Source: an optimization exercise on an open RTL-to-GDS flow (aim: small area and a short achievable clock period). Production flows keep margins and buffers that such runs may drop.
In this exercise RTL edits were held to simulation tests only and were not proved equivalent to the original.
Power figures rest on the tool's default switching activity, not on a simulated workload.

the reference run:
Design pkt_framer, start of the top module:
module pkt_framer (
    input             clk,
    input             rst,
    input             op_valid,
    input      [15:0] op_word,
    output            op_ready,
    output reg        res_valid,
    output reg [7:0]  res_data,
    input             rx_valid,
    input      [7:0]  rx_data,
    output            rx_ready,
    input             tx_line_ready,
    output reg        tx_valid,
    output reg [7:0]  tx_data
);
    localparam N        = 128;
    localparam IW       = 7;
    localparam BODY_MAX = 7;
    localparam [7:0] HEADER = 8'h24;    
    localparam [7:0] ENDM   = 8'h23;    
    localparam [1:0] AH = 2'd0, AB = 2'd1, AD = 2'd2;
    localparam [1:0] W00 = 2'd0, W02 = 2'd1, W04 = 2'd2, WFF = 2'd3;
    reg        rxie, txie, tx_act;
    reg        txi_en;      
    reg [4:0]  status;
    reg [1:0]  fst;
    reg [3:0]  body_len;
    reg [2:0]  cmd;
    reg [1:0]  wcode;
    reg [7:0]  body [0:BODY_MAX-1];
    wire rx_step   = rx_valid && rxie;
    wire txi_step  = !rx_step && tx_line_ready && txi_en;
    assign rx_ready = rxie;
    aoi22 u_op_ready (.a0(rx_valid), .a1(rxie), .b0(tx_line_ready), .b1(txi_en),
                      .y(op_ready));
    wire main_step = op_valid && !rx_step && !txi_step;
    wire [7:0] d = op_word[7:0];
    wire op_push_tx  = op_word[15:8] == 8'h11;
    wire op_pop_rx   = op_word == 16'h2000;
    wire op_pop_tx   = op_word == 16'h2100;
  ...
Size in the first run: ~7,000 cells after synthesis, roughly 49 I/O pins.
export LEC_CHECK = 0
export CAP_MARGIN = 20
export CORE_MARGIN = 2
export CORE_UTILIZATION = 40
export CTS_CLUSTER_DIAMETER = 100
export CTS_CLUSTER_SIZE = 30
export SETUP_SLACK_MARGIN = 4.5
export SLEW_MARGIN = 20
export SYNTH_HIERARCHICAL = 1
create_clock -name core_clock -period 8.0 [get_ports {clk}]
standard.sh (not shown) runs the stock make flow with config.mk's settings and CLKGATE_MAP_FILE= SYNTH_SCRIPT=/design/flow/synth_recipe.tcl, a recipe that flattens the netlist after the stock synthesis.
==> flow/flow/run.sh <==
#!/bin/bash
# The standard layout (standard.sh), with the ports buffered by plain
# buffers instead of the delay cell that buffer_ports picks by default.
# standard.sh writes the ORFS logs under orfs/logs; its own output goes to
# standard.log here.
set -e
export BUFFER_PORTS_ARGS="-buffer_cell sky130_fd_sc_hd__buf_4"
bash standard.sh > standard.log 2>&1
For the trial run, these inputs were changed with respect to the reference run:
diff --git a/flow/design.v b/flow/design.v
--- a/flow/design.v
+++ b/flow/design.v
@@ -1,60 +1,54 @@
 module dec3 (
     input  [2:0] a,
     output [7:0] y,
     output [7:0] y_n
 );
-    wire [2:0] a_n = ~a;
     genvar g;
     generate
         for (g = 0; g < 8; g = g + 1) begin : d
-            nand3m u_n (.a(g & 1 ? a[0] : a_n[0]), .b(g & 2 ? a[1] : a_n[1]),
-                        .c(g & 4 ? a[2] : a_n[2]), .y(y_n[g]));
-            nor3m  u_p (.a(g & 1 ? a_n[0] : a[0]), .b(g & 2 ? a_n[1] : a[1]),
-                        .c(g & 4 ? a_n[2] : a[2]), .y(y[g]));
+            assign y[g]   = (a == g);
+            assign y_n[g] = (a != g);
         end
     endgenerate
 endmodule
 module dec4e (
     input  [3:0]  a,
-    input         en,
+    input         en_a,
+    input         en_b,
     output [15:0] y,
     output [15:0] y_n
 );
     genvar g;
     generate
         for (g = 0; g < 16; g = g + 1) begin : d
-            assign y[g]   = en && (a == g);
-            assign y_n[g] = !(en && (a == g));
+            assign y[g]   = en_a && en_b && (a == g);
+            assign y_n[g] = !(en_a && en_b && (a == g));
         end
     endgenerate
 endmodule
 module dec3n (
     input  [2:0] a,
     output [7:0] y_n
 );
-    wire [2:0] a_n = ~a;
     genvar g;
     generate
         for (g = 0; g < 8; g = g + 1) begin : d
-            nand3m u (.a(g & 1 ? a[0] : a_n[0]), .b(g & 2 ? a[1] : a_n[1]),
-                      .c(g & 4 ? a[2] : a_n[2]), .y(y_n[g]));
+            assign y_n[g] = (a != g);
         end
     endgenerate
 endmodule
 module dec4n (
     input  [3:0]  a,
     output [15:0] y_n
 );
-    wire [3:0] a_n = ~a;
     genvar g;
     generate
         for (g = 0; g < 16; g = g + 1) begin : d
-            nand4m u (.a(g & 1 ? a[0] : a_n[0]), .b(g & 2 ? a[1] : a_n[1]),
-                      .c(g & 4 ? a[2] : a_n[2]), .d(g & 8 ? a[3] : a_n[3]), .y(y_n[g]));
+            assign y_n[g] = (a != g);
         end
     endgenerate
 endmodule
 module nor2m  (input a, b, output y);       assign y = ~(a | b);         endmodule
 module nand2m (input a, b, output y);       assign y = ~(a & b);         endmodule
 module nand4m (input a, b, c, d, output y); assign y = ~(a & b & c & d); endmodule
 module nand3m (input a, b, c, output y);    assign y = ~(a & b & c);     endmodule
@@ -85,22 +79,23 @@
     input  q,
     output y
 );
     assign y = (en & d) | (en_n & q);
 endmodule
 module ring_wdec (
     input  [6:0]   wr,
-    input          push,
+    input          push_a,
+    input          push_b,
     output [127:0] en,
     output [127:0] en_n
 );
     wire [7:0]  p, p_n;
     wire [15:0] q, q_n;
     dec3  u_p (.a(wr[2:0]), .y(p), .y_n(p_n));
-    dec4e u_q (.a(wr[6:3]), .en(push), .y(q), .y_n(q_n));
+    dec4e u_q (.a(wr[6:3]), .en_a(push_a), .en_b(push_b), .y(q), .y_n(q_n));
     genvar r;
     generate
         for (r = 0; r < 128; r = r + 1) begin : row
             nor2m  u_en  (.a(p_n[r % 8]), .b(q_n[r / 8]), .y(en[r]));
             nand2m u_enn (.a(p[r % 8]),   .b(q[r / 8]),   .y(en_n[r]));
         end
     endgenerate
@@ -281,16 +276,22 @@
             tx_rd   <= tx_rd_n;
             tx_full <= 1'b0;
         end
     end
     genvar g;
     wire [N-1:0]   rx_en, rx_en_n, tx_en, tx_en_n;
     wire [8*N-1:0] rx_mem_d, tx_mem_d;
-    ring_wdec u_rx_wdec (.wr(rx_wr), .push(rx_push), .en(rx_en), .en_n(rx_en_n));
-    ring_wdec u_tx_wdec (.wr(tx_wr), .push(tx_push), .en(tx_en), .en_n(tx_en_n));
+    wire tx_push_a = op_valid && op_push_tx;
+    wire tx_push_b;
+    aoi22 u_tx_push_b (.a0(rx_valid), .a1(rxie), .b0(tx_line_ready), .b1(txi_en),
+                       .y(tx_push_b));
+    ring_wdec u_rx_wdec (.wr(rx_wr), .push_a(rx_valid), .push_b(rxie),
+                         .en(rx_en), .en_n(rx_en_n));
+    ring_wdec u_tx_wdec (.wr(tx_wr), .push_a(tx_push_a), .push_b(tx_push_b),
+                         .en(tx_en), .en_n(tx_en_n));
     ring_hold u_rx_hold (.en(rx_en), .en_n(rx_en_n), .d(rx_data), .q(rx_mem), .y(rx_mem_d));
     ring_hold u_tx_hold (.en(tx_en), .en_n(tx_en_n), .d(d),       .q(tx_mem), .y(tx_mem_d));
     always @(posedge clk) begin
         rx_mem <= rx_mem_d;
         tx_mem <= tx_mem_d;
     end
     wire [7:0] rx_nxt_n, tx_nxt_n;
## What came out
The trial run vs. the reference run: horizontal die dimension comparable, worst slew margin relative to its limit now smaller, pre-CTS setup slack now smaller, count of buffers added by post-CTS timing repair for setup now larger, overall routed net length now larger.
The reference run → the trial run: gate count after technology mapping was more or less identical, count of pins on the block boundary shows no meaningful change.
| power in combinational cells | the trial run vs the reference run | ≈ equal |
The trial run reports a higher detailed route wirelength on metal2 than the reference run does.
The data arrival time at the worst-slack endpoint in the trial run was higher than what the reference run gave.

## static timing again, ports no longer ideal
Ports are ideal in the flow. The routed layouts listed here were re-timed in OpenROAD. Step 1 sets driving cells, clkbuf_16 on the clock port and buf_2 on the other inputs (assumed; they add their load-dependent delay and slew). Step 2, shift: input delay + t, output delay - t, t = (earliest + latest rising clock arrival at the registers) / 2. This alone moves slack from input paths to output paths. Slacks: ideal / step 1 / step 2; pairs: ideal / step 1.
| run | shift t [ns] | setup slack, ns | worst slew at a driven data input, ns |
|---|---|---|---|
| the reference run | 0.841 | 4.388 / 4.340 / 3.677 | 0.06 |
| the trial run | 0.836 | 4.166 / 4.060 / 3.665 | 0.16 |
After both steps every run listed still meets setup and hold. The setup slack of the reference run, which loses most, moves by -0.048 ns with the drivers and by -0.711 ns with both steps.
